From an optimization exercise on the open Yosys and OpenROAD flow, aimed at small area; shortcuts taken in it are not production practice.
The RTL was checked by simulation tests, not by an equivalence proof against the original design.
Power and IR drop assume default switching activity.

**config.mk**
```make
export PLATFORM = sky130hd
export DESIGN_NAME = tsb_report_engine
export DESIGN_NICKNAME = tsb_report_engine
export VERILOG_FILES = /design/flow/design.v
export SDC_FILE = /design/flow/constraint.sdc
export NUM_CORES = 4
export LEC_CHECK = 0
export CAP_MARGIN = 20
export CORE_MARGIN = 2
export CORE_UTILIZATION = 40
export SLEW_MARGIN = 20
```
**constraint.sdc**
```tcl
create_clock -name core_clock -period 10.0 [get_ports {clk}]
set_input_delay 2.0000 -clock core_clock [delete_from_list [all_inputs] [get_ports {clk}]]
set_output_delay 2.0000 -clock core_clock [all_outputs]
set_load 0.01 [all_outputs]
```
**design.v**
```verilog
module tsb_report_engine (
    input  wire       clk,
    input  wire       rst_n,        
    input  wire       fin_valid,
    output wire       fin_ready,
    input  wire [7:0] fin_data,
    input  wire       fin_req,      
    input  wire       fin_err,      
    output wire       out_valid,
    input  wire       out_ready,
    output wire [7:0] out_data,
    output wire       out_last
);
    reg  [175:0] ring;          
    reg  [4:0]   pos;           
    reg  [7:0]   buf_q;         
    reg          full;          
    reg          sending;       
    reg          in_body;       
    reg  [5:0]   seq;
    reg  [4:0]   tip;
    reg  [2:0]   touch_num;
    reg  [2:0]   rec_left;      
    reg  [2:0]   dropped;
    reg  [1:0]   outcome;
    reg          rep;           
    reg          scan_add;      
    reg          scan_clr;      
    reg          carry;
    wire [2:0] grp = seq[5:3];
    wire [2:0] ob  = seq[2:0];
    wire [7:0] head   = ring[175:168];
    wire       at_slo = (pos == 5'd28);
    wire       at_shi = (pos == 5'd29);
    wire [7:0] head_m = (scan_clr && (at_slo || at_shi)) ? 8'd0 : head;
    wire [8:0] head_sum = {1'b0, head_m}
                        + ((at_slo && scan_add) ? 9'd125 : 9'd0)
                        + {8'd0, at_shi && carry};
    wire [7:0] rin = head_sum[7:0];
    wire       match = (pos == {seq[5:3], seq[1:0]});
    wire cid_ok  = ~&grp;
    wire is_last = rep ? (seq == 6'o43) : (seq == 6'o76);
    assign fin_ready = !sending && !full && (in_body || !scan_add);
    assign out_valid = sending && full;
    assign out_data  = buf_q;
    assign out_last  = is_last;
    wire fin_hs  = fin_valid && fin_ready;
    wire out_hs  = out_valid && out_ready;
    wire wr      = in_body && full && match;
    wire need_ring = !ob[2] && !(grp == 3'd7 && ob[1]);
    wire ld        = sending && !full && (!need_ring || match);
    reg  [7:0] pkt_byte;
    always @(*) begin
        if (grp == 3'd7) begin
            case (ob)
            3'd6:    pkt_byte = {2'b00, dropped, rep, outcome};
            3'd7:    pkt_byte = 8'd1;
            3'd2:    pkt_byte = {5'd0, touch_num};
            default: pkt_byte = rin;
            endcase
        end else begin
            case (ob)
            3'd6:    pkt_byte = {5'd0, grp};
            3'd7:    pkt_byte = {7'd0, tip[grp]};
            default: pkt_byte = tip[grp] ? rin : 8'd0;
            endcase
        end
    end
    wire [3:0] hdr_count = fin_data[3:0];
    wire       hdr_ok    = !fin_err && fin_data[7] && (hdr_count <= 4'd5);
    wire       hdr_cor   = !fin_err && fin_data[7] && (hdr_count > 4'd5);
    wire [2:0] hdr_tn    = hdr_ok ? hdr_count[2:0] : 3'd0;
    always @(posedge clk)
        ring <= {ring[167:0], wr ? buf_q : rin};
    always @(posedge clk) begin
        if (!rst_n)
            pos <= 5'd28;
        else if (pos == 5'd19)
            pos <= 5'd28;
        else if (pos == 5'd29)
            pos <= 5'd0;
        else
            pos <= pos + 5'd1;
    end
    always @(posedge clk)
        carry <= head_sum[8];
    always @(posedge clk) begin
        if (!rst_n) begin
            sending  <= 1'b0;
            in_body  <= 1'b0;
            full     <= 1'b0;
            scan_add <= 1'b0;
            scan_clr <= 1'b1;
        end else begin
            if (at_slo)
                scan_add <= 1'b0;
            if (at_shi)
                scan_clr <= 1'b0;
            if (fin_hs && !in_body) begin
                scan_add  <= 1'b1;
                outcome   <= fin_err ? 2'd3 : !fin_data[7] ? 2'd1 :
                             hdr_cor ? 2'd2 : 2'd0;
                rep       <= fin_req && !hdr_cor;
                touch_num <= hdr_tn;
                rec_left  <= hdr_tn;
                dropped   <= 3'd0;
                tip       <= 5'd0;
                if (hdr_tn == 3'd0) begin
                    sending <= 1'b1;
                    seq     <= 6'o76;
                end else begin
                    in_body <= 1'b1;
                    seq[2:0] <= 3'd7;
                end
            end else if (fin_hs) begin
                if (ob == 3'd7) begin
                    if (fin_data[3:0] < 4'd5) begin
                        seq[5:3] <= fin_data[2:0];
                        tip[fin_data[2:0]] <= 1'b1;
                    end else begin
                        seq[5:3] <= 3'd7;
                        if (rep)
                            dropped <= dropped + 3'd1;
                    end
                    seq[2:0] <= 3'd0;
                end else if (!ob[2] && cid_ok) begin
                    buf_q <= fin_data;
                    full  <= 1'b1;
                end else begin
                    seq[2:0] <= ob + 3'd1;
                    if (ob == 3'd6) begin
                        rec_left <= rec_left - 3'd1;
                        if (rec_left == 3'd1) begin
                            in_body <= 1'b0;
                            sending <= 1'b1;
                            seq     <= 6'o76;
                        end
                    end
                end
            end
            if (wr) begin
                full     <= 1'b0;
                seq[2:0] <= ob + 3'd1;
            end
            if (ld) begin
                buf_q <= pkt_byte;
                full  <= 1'b1;
            end
            if (out_hs) begin
                full <= 1'b0;
                if (is_last)
                    sending <= 1'b0;
                else if (ob == 3'd3 || (grp == 3'd7 && ob == 3'd2))
                    seq <= {grp + 3'd1, 3'd6};
                else
                    seq[2:0] <= ob + 3'd1;
            end
        end
    end
endmodule
```
**run.sh**
```bash
#!/bin/bash
# synth_recipe.tcl (not shown) runs the flow's synth.tcl, then flattens the netlist and writes it again
# the make line also repeats each setting of config.mk as NAME=value (left out here)
make -C /OpenROAD-flow-scripts/flow DESIGN_CONFIG=/design/flow/config.mk WORK_HOME=/design/flow/orfs CLKGATE_MAP_FILE= SYNTH_SCRIPT=/design/flow/synth_recipe.tcl finish
```
==> out/metrics.yaml, run 1 <==
seq_area_frac_synth_pct: 70.00
ff2ff_setup_slack_ns: 6.90
final_design_area_no_fill_um2: 7777
floorplan.initialDensity_pct: 40.55
yosysWarnings: 1
place_area_um2: 7087
rsz0062_at_grt: "no"
die_x_um: 133.2
r2r-end: "buf_q[4]$_DFFE_PP_"
worstMarginPinSlew_ns: 0.8405
cts_buffers: 21
clk_pin_slew_ns: 0.06
synth_cell_type_count: 67
ys_ff_latch: 218
rows: 47
post-route-period-util_pct: 45.78
nNetsFinal: 569
fin_util_pct: 47.23
syn_to_final_growth_pct: 16.47
rr_worst_depth: 13
dp_cells: 728
syn_area_per_cell_um2: 13.28
crit_path_end: "out_last"
crit_buf_inv: 1
htree_num_levels: 1
diodes: 0
fin_tns_setup_ns: 0
synth_nets: 541
netlist_instances: 503
peakVddDrop_mv: 0.1158
end_kind: "output pin"
clock_path_buffers: 3
setup_viol: 0
crit_chain: "or4b_1, mux2i_1, and3_2, clkdlybuf4s50_1"
cp.required_ns: 8.00
pin_count: 25
grt_overflow: 0
cts_resized: 0
dp_hpwl_um: 7443
p_int_w: 0.001744
drtAntennaViolNets: 0
cts_tree: "done"
crit_arrival_ns: 2.58
grtUsageTotal_pct: 12.89
maxCapViolCount: 0
yosys.area.top_type: "dfxtp_1"
vias: 3620
routabilityCongestion: 0.8419
p_sw_w: 0.0005952
startpoint_type: "register"
ys.flop_type: "dfxtp_1"
fin_skew_ns: 0.005408
cts_setup_buffers: 0
pwr-share-comb_pct: 14.1
grt_antenna_before_repair: 0
grt_max_degree: 20
power_frac_clock_pct: 32.6
cts.sinks: 218
crit_fanout: 14
p_per_area_nw_per_um2: 300.7
timing.slew.headroom_pct: 43.79
root_buffer: "clkbuf_16"
p_sw_share_pct: 25.45
min_period_ns: 4.578
critPathLaunch: "seq[2]$_DFFE_PP_"
die_h_um: 133.2
grt_pass1_wl_um: 18440
drt_first_iter_violations: 267
synth_edf_count: 31
clock.fmax_mhz: 218.4
cts_hold_buf: 0
outcome: "timing/DRC/antenna clean"
stdcell_count: 765
wl_um: 11130
critPathKind: "register to output pin"
core_area_um2: 16470
p_leak_nw: 3.097
critPathTopFamily: "simple AND/OR/NAND/NOR gates"
clk_latency_ns: 0.48
die_area_um2: 17740
async_flop_share_pct: 0
hold_class: "register to register"
drt-pass1-iter-count: 4
seq_power_share_pct: 53.4
finalHoldViolations: 0
synth_area_leaders: "dfxtp_1 56%, edfxtp_1 14%, ha_1 4.3%"
critPathSlowestCell: "edfxtp_1"
fill_cells: 1451
maxSlewViolCount: 0
io_buffers: 24
drive_gt1_share_pct: 10.28
synth_top_cell_area_share_pct: 56.06
critPathMaxStageDelay_ns: 0.61
vias_per_cell: 4.732
timing.hold.ws_ns: 0.3234
cp.depth: 4
synth.cell_area_um2: 6678
first_global_vias: 3547
routedWlPerCell_um: 14.55
drc: 0
r2r_start: "pos[1]$_SDFF_PP0_"
==> cell type report <==
type	instances	area (µm²)	share of cell area [%]
Sequential cell	218	4674	60.10
Multi-Input combinational cell	251	1841	23.66
Clock buffer	29	636.9	8.189
Tap cell	220	275.3	3.539
Timing Repair Buffer	24	240.2	3.089
Inverter	15	56.30	0.7239
Clock inverter	8	53.80	0.6918
==> cells by family after synthesis <==
kind of cell | count (synthesis) | synth area share (%)
compound gates | 91 | 9.238
mux | 15 | 2.680
fa+ha+maj | 24 | 4.609
simple gates | 107 | 9.200
xor+xnor | 14 | 1.836
buf+inv | 34 | 2.436
flops | 218 | 70.00
==> sequential cells by signal (all words and copies together) (netlist names) <==
signal,count
dropped,3
seq,6
in_body,1
full,1
touch_num,3
scan_clr,1
scan_add,1
pos,5
buf_q,8
tip,5
carry,1
rep,1
sending,1
ring,176
rec_left,3
outcome,2
==> worst register-to-register path, stage by stage, from the launching register on <==
cell	delay, ns
dfxtp_1	0.43
inv_1	0.10
ha_1	0.30
o2111ai_4	0.36
nand2_1	0.13
fa_1	0.39
inv_1	0.10
ha_1	0.21
a21o_1	0.13
a21oi_1	0.07
xnor2_1	0.18
a22o_1	0.20
a22oi_1	0.14
o21ai_0	0.09
==> power groups by stage <==
| stage | registers [W] | logic (W) | clock network (W) |
|---|---|---|---|
| after detailed placement | 0.00127 | 0.000326 | 0 |
| after CTS | 0.00125 | 0.000329 | 0.000783 |
| after floorplan | 0.00122 | 0.000271 | 0 |
| final | 0.00125 | 0.000329 | 0.000762 |
| after global routing | 0.00128 | 0.000369 | 0.000820 |
| after global placement | 0.00126 | 0.000322 | 0 |
==> cells in the final DEF, fill, tap and decap left out, types with 5 or more instances in the layout <==
cell	count
a21oi_1	28
a31oi_1	7
and2_1	11
clkbuf_16	22
clkbuf_8	6
clkdlybuf4s50_1	24
dfxtp_1	187
edfxtp_1	31
ha_1	23
inv_1	15
mux2_2	10
nand2_1	22
nand2b_1	5
nor2_1	20
nor2b_1	7
nor3_1	6
o21ai_0	14
xnor2_1	6
xor2_1	8
==> per-layer routing <==
layer / routed length (µm) / GRT usage, % / up-vias
met1: 5536 / 18.23 / 1733
li1: - / - / 1811
met2: 4945 / 19.95 / 53
met5: 0 / 0 / -
met3: 346 / 2.588 / 23
met4: 306 / 4.255 / 0
==> synth_stat cells, types with 3 or more instances <==
cell type and number:
a21boi_0 3, dfxtp_1 187, ha_1 23, a31oi_1 7
nor2b_1 7, nand3b_1 3, xor2_1 8, nand3_1 4
nor2_1 20, o31ai_1 4, nand2b_1 5, and2_1 11
a22o_1 4, nor3_1 6, nor3b_1 3, and3_1 4
xnor2_1 6, o211ai_1 4, mux2_2 10, buf_2 4
a22oi_1 3, a21o_1 3, inv_1 15, nand2_1 22
or3_1 3, clkbuf_1 10, edfxtp_1 31, a21oi_1 28
nor4_1 3, mux2i_1 4, o21ai_0 14
==> per-stage QoR <==
| stage | setup WS [ns] | power [W] |
|---|---|---|
| after global routing | 5.248 | 0.002465 |
| final | 5.422 | 0.002339 |
| after CTS | 5.373 | 0.002365 |
| after detailed placement | 4.875 | 0.001591 |
| after floorplan | 5.822 | 0.001489 |
| after global placement | 5.019 | 0.001583 |
==> worst min-delay path by stage <==
stage | from | end | cells after the start
3_5_place_dp | ring[162]$_DFF_P_ | ring[170]$_DFF_P_ | 0
2_1_floorplan | ring[92]$_DFF_P_ | ring[100]$_DFF_P_ | 0
4_1_cts | ring[25]$_DFF_P_ | ring[33]$_DFF_P_ | 0
5_1_grt | ring[124]$_DFF_P_ | ring[132]$_DFF_P_ | 0
6_report | ring[118]$_DFF_P_ | ring[126]$_DFF_P_ | 0
3_3_place_gp | ring[132]$_DFF_P_ | ring[140]$_DFF_P_ | 0
==> inputs of run 2 (changes only) <==
--- a/config.mk
+++ b/config.mk
@@ -7,5 +7,8 @@
 export LEC_CHECK = 0
+export ABC_AREA = 1
 export CAP_MARGIN = 20
 export CORE_MARGIN = 2
-export CORE_UTILIZATION = 40
+export CORE_UTILIZATION = 60
+export CTS_BUF_LIST = sky130_fd_sc_hd__clkbuf_8
+export CTS_CLUSTER_SIZE = 30
 export SLEW_MARGIN = 20
==> out/metrics.yaml, run 2 <==
root_buffer: "clkbuf_8"  # was clkbuf_16
rr_worst_depth: 16  # was 13
grt_overflow: 0  # unchanged
floorplan.initialDensity_pct: 61.63  # was 40.55%
fin_skew_ns: 0.03022  # was 0.005408 ns
mostFrequentLayoutCells: "187 x dfxtp_1, 98 x nand2_1, 81 x inv_1"  # was 187 x dfxtp_1, 31 x edfxtp_1, 28 x a21oi_1
ys.flop_type: "dfxtp_1"  # unchanged
hold_class: "register to register"  # unchanged
clk_latency_ns: 0.50  # was 0.48 ns
fin_util_pct: 72.22  # was 47.23%
pin_count: 25  # unchanged
grtUsageTotal_pct: 20.37  # was 12.89%
yosys-top-cells-count: "187 x dfxtp_1, 98 x nand2_1, 74 x inv_1"  # was 187 x dfxtp_1, 31 x edfxtp_1, 28 x a21oi_1
drt_first_iter_violations: 352  # was 267
ys_ff_latch: 218  # unchanged
cts.sinks: 218  # unchanged
seq_area_frac_synth_pct: 69.96  # was 70.00%
cts_setup_buffers: 0  # unchanged
grt_util_met2_pct: 31.83  # was 19.95%
cts_tree: "done"  # unchanged
yosys.area.top_type: "dfxtp_1"  # unchanged
routedWlPerCell_um: 14.13  # was 14.55 µm
busiest_layer: "met2"  # unchanged
regMostFlops: "ring"  # unchanged
crit_arrival_ns: 2.22  # was 2.58 ns
p_leak_nw: 3.484  # was 3.097 nW
drive_gt1_share_pct: 10.88  # was 10.28%
die_x_um: 109.5  # was 133.2 µm
met1_usage_pct: 27.14  # was 18.23%
synth_nets: 639  # was 541
diodes: 0  # unchanged
final_common_cell: "dfxtp_1"  # unchanged
synth.cell_area_um2: 6681  # was 6678 µm²
stdcell_count: 820  # was 765
cp.required_ns: 8.00  # about the same
worstMarginPinSlew_ns: 0.7922  # was 0.8405 ns
nNetsFinal: 694  # was 569
setup_viol: 0  # unchanged
synth_most_common_cell: "dfxtp_1"  # unchanged
cts_buffers: 34  # was 21
cts_hold_buf: 0  # unchanged
synth_area_leaders: "dfxtp_1 56%, edfxtp_1 14%, nand2_1 5.5%"  # was dfxtp_1 56%, edfxtp_1 14%, ha_1 4.3%
maxCapViolCount: 0  # unchanged
min_period_ns: 4.216  # was 4.578 ns
r2r_start: "pos[0]$_SDFF_PP0_"  # was pos[1]$_SDFF_PP0_
yosysWarnings: 1  # unchanged
peakVddDrop_mv: 0.2328  # was 0.1158 mV
synth_cell_type_count: 42  # was 67
fin_tns_setup_ns: 0  # unchanged
hold_depth: 0  # unchanged
dp_hpwl_um: 7869  # was 7443 µm
drtAntennaViolNets: 0  # unchanged
cts_resized: 0  # unchanged
end_kind: "output pin"  # unchanged
die_h_um: 109.5  # was 133.2 µm
crit_fanout: 9  # was 14
synth_edf_count: 31  # unchanged
gr-usage-met3_pct: 5.098  # was 2.588%
async_flop_share_pct: 0  # unchanged
syn_to_final_growth_pct: 17.17  # was 16.47%
clock.fmax_mhz: 237.2  # was 218.4 MHz
min_from: "ring[6]$_DFF_P_"  # was ring[118]$_DFF_P_
critPathKind: "register to output pin"  # unchanged
min_to: "ring[14]$_DFF_P_"  # was ring[126]$_DFF_P_
syn_area_per_cell_um2: 11.12  # was 13.28 µm²
vias_per_cell: 4.966  # was 4.732
io_buffers: 24  # unchanged
maxSlewViolCount: 0  # unchanged
ff2ff_setup_slack_ns: 7.01  # was 6.90 ns
timing.slew.headroom_pct: 47.19  # was 43.79%
drt-pass1-iter-count: 7  # was 4
dp_cells: 760  # was 728
htree_num_levels: 2  # was 1
largestRegisters: "ring: 176 flops, buf_q: 8 flops, seq: 6 flops"  # unchanged
wl_um: 11590  # was 11130 µm
netlist_instances: 601  # was 503
clock_path_buffers: 3  # unchanged
routabilityCongestion: 0.8840  # was 0.8419
grt_antenna_before_repair: 0  # unchanged
die_area_um2: 12000  # was 17740 µm²
clk_pin_slew_ns: 0.06  # about the same
r2r-end: "buf_q[4]$_DFFE_PP_"  # unchanged
post-route-period-util_pct: 42.16  # was 45.78%
largest_reg_flops: 176  # unchanged
synth_top_cell_area_share_pct: 56.03  # was 56.06%
outcome: "timing/DRC/antenna clean"  # unchanged
startpoint_type: "register"  # unchanged
vias: 4072  # was 3620
drc: 0  # unchanged
grt_max_degree: 16  # was 20
rows: 38  # was 47
rsz0062_at_grt: "no"  # unchanged
first_global_vias: 4026  # was 3547
p_per_area_nw_per_um2: 329.8  # was 300.7 nW/µm²
grt_pass1_wl_um: 18890  # was 18440 µm
core_area_um2: 10840  # was 16470 µm²
finalHoldViolations: 0  # unchanged
==> run 2: changes by cell type after synthesis, moves of 10 or more <==
| cell | before | now |
|---|---|---|
| and2_1 | 11 | 0 |
| clkbuf_1 | 10 | 0 |
| inv_1 | 15 | 74 |
| mux2_2 | 10 | 0 |
| nand2_1 | 22 | 98 |
| nand3_1 | 4 | 23 |
| nor2_1 | 20 | 38 |
| o21ai_0 | 14 | 27 |
==> run 2: cells by family after synthesis <==
group	Yosys count	synth area share, %
AO/OA/AOI/OAI	74	6.404
XOR/XNOR	11	1.442
adder cells (fa/ha/maj)	24	4.607
buffers and inverters	83	4.981
flip-flops	218	69.96
AND/OR/NAND/NOR	191	12.60
==> run 2: how the worst max path moves through the flow <==
stage,end,startpoint,cells after the start,slack (ns)
global placement,seq[0]$_DFFE_PP_,fin_data[0],12,5.94
global route,out_last,seq[3]$_DFFE_PP_,6,5.68
detailed placement,seq[0]$_DFFE_PP_,fin_data[0],12,5.80
floorplan,seq[3]$_DFFE_PP_,fin_data[1],9,6.68
finish,out_last,seq[3]$_DFFE_PP_,6,5.78
CTS,out_last,seq[3]$_DFFE_PP_,6,5.77
==> run 2: where the power goes <==
group          total [W]  internal [W]  leakage [nW]  switching [W]
clock network   0.000816      0.000496         0.419       0.000320
logic           0.000408      0.000149          1.22       0.000259
registers        0.00136       0.00125          1.84       0.000110
total            0.00258       0.00189          3.48       0.000689
==> run 2: area by class of cell <==
| type | count | area [µm²] |
|---|---|---|
| Inverter | 78 | 292.8 |
| Timing Repair Buffer | 24 | 240.2 |
| Tap cell | 140 | 175.2 |
| Clock buffer | 40 | 550.5 |
| Sequential cell | 218 | 4674 |
| Multi-Input combinational cell | 300 | 1674 |
| Clock inverter | 20 | 221.5 |
| Fill cell | 771 | 3012 |
==> run 2: routing by layer <==
metal	vias to the layer above	wire [µm]
met4	0	216
met2	129	5266
li1	2058	-
met5	-	0
met1	1862	5371
met3	23	731
==> run 2: worst max-delay path, stage by stage (launching register included) <==
cell and delay, ns:
edfxtp_1 0.54, nor2_1 0.26, nand4_1 0.13, nand2_1 0.09
nand3_1 0.06, inv_1 0.10, clkdlybuf4s50_1 0.54
==> run 2: through the flow <==
step	hold slack (ns)	power, W	setup WS (ns)	area, µm²
global route	0.3254	0.002728	5.681	7829
global placement	0.3103	0.001766	5.936	7057
floorplan	0.3096	0.001636	6.680	6681
detailed placement	0.3121	0.001777	5.803	7057
CTS	0.3225	0.002608	5.769	7829
finish	0.3198	0.002582	5.784	7829

[separate check: timing with driven ports]
In the flow no input, the clock included, has a driving cell. The finished layouts below were timed again as built, in two steps. Step 1 (the two cells are an assumption about what drives the block):
set clk [get_ports {clk}]
set_driving_cell -lib_cell sky130_fd_sc_hd__clkbuf_16 $clk
set_driving_cell -lib_cell sky130_fd_sc_hd__buf_2 [delete_from_list [all_inputs] $clk]
Step 2 also shifts input and output timing later by t, the mid clock arrival at the registers, as if the neighbouring blocks saw the same clock. Slacks: ideal ports / drivers / drivers and shift; pairs: ideal ports / drivers.
run	shift t [ns]	setup slack, ns	hold slack, ns	latest minus earliest clock arrival (ns)	worst slew at a driven data input, ns
run 1	0.519	5.422 / 5.382 / 5.186	0.323 / 0.323 / 0.323	0.005 / 0.006	0.03
run 2	0.520	5.784 / 5.750 / 5.782	0.320 / 0.320 / 0.320	0.031 / 0.031	0.04
After both steps setup and hold are still met in every run listed. For run 1, which loses most, drivers alone change the setup slack by -0.040 ns; drivers and shift together by -0.236 ns.
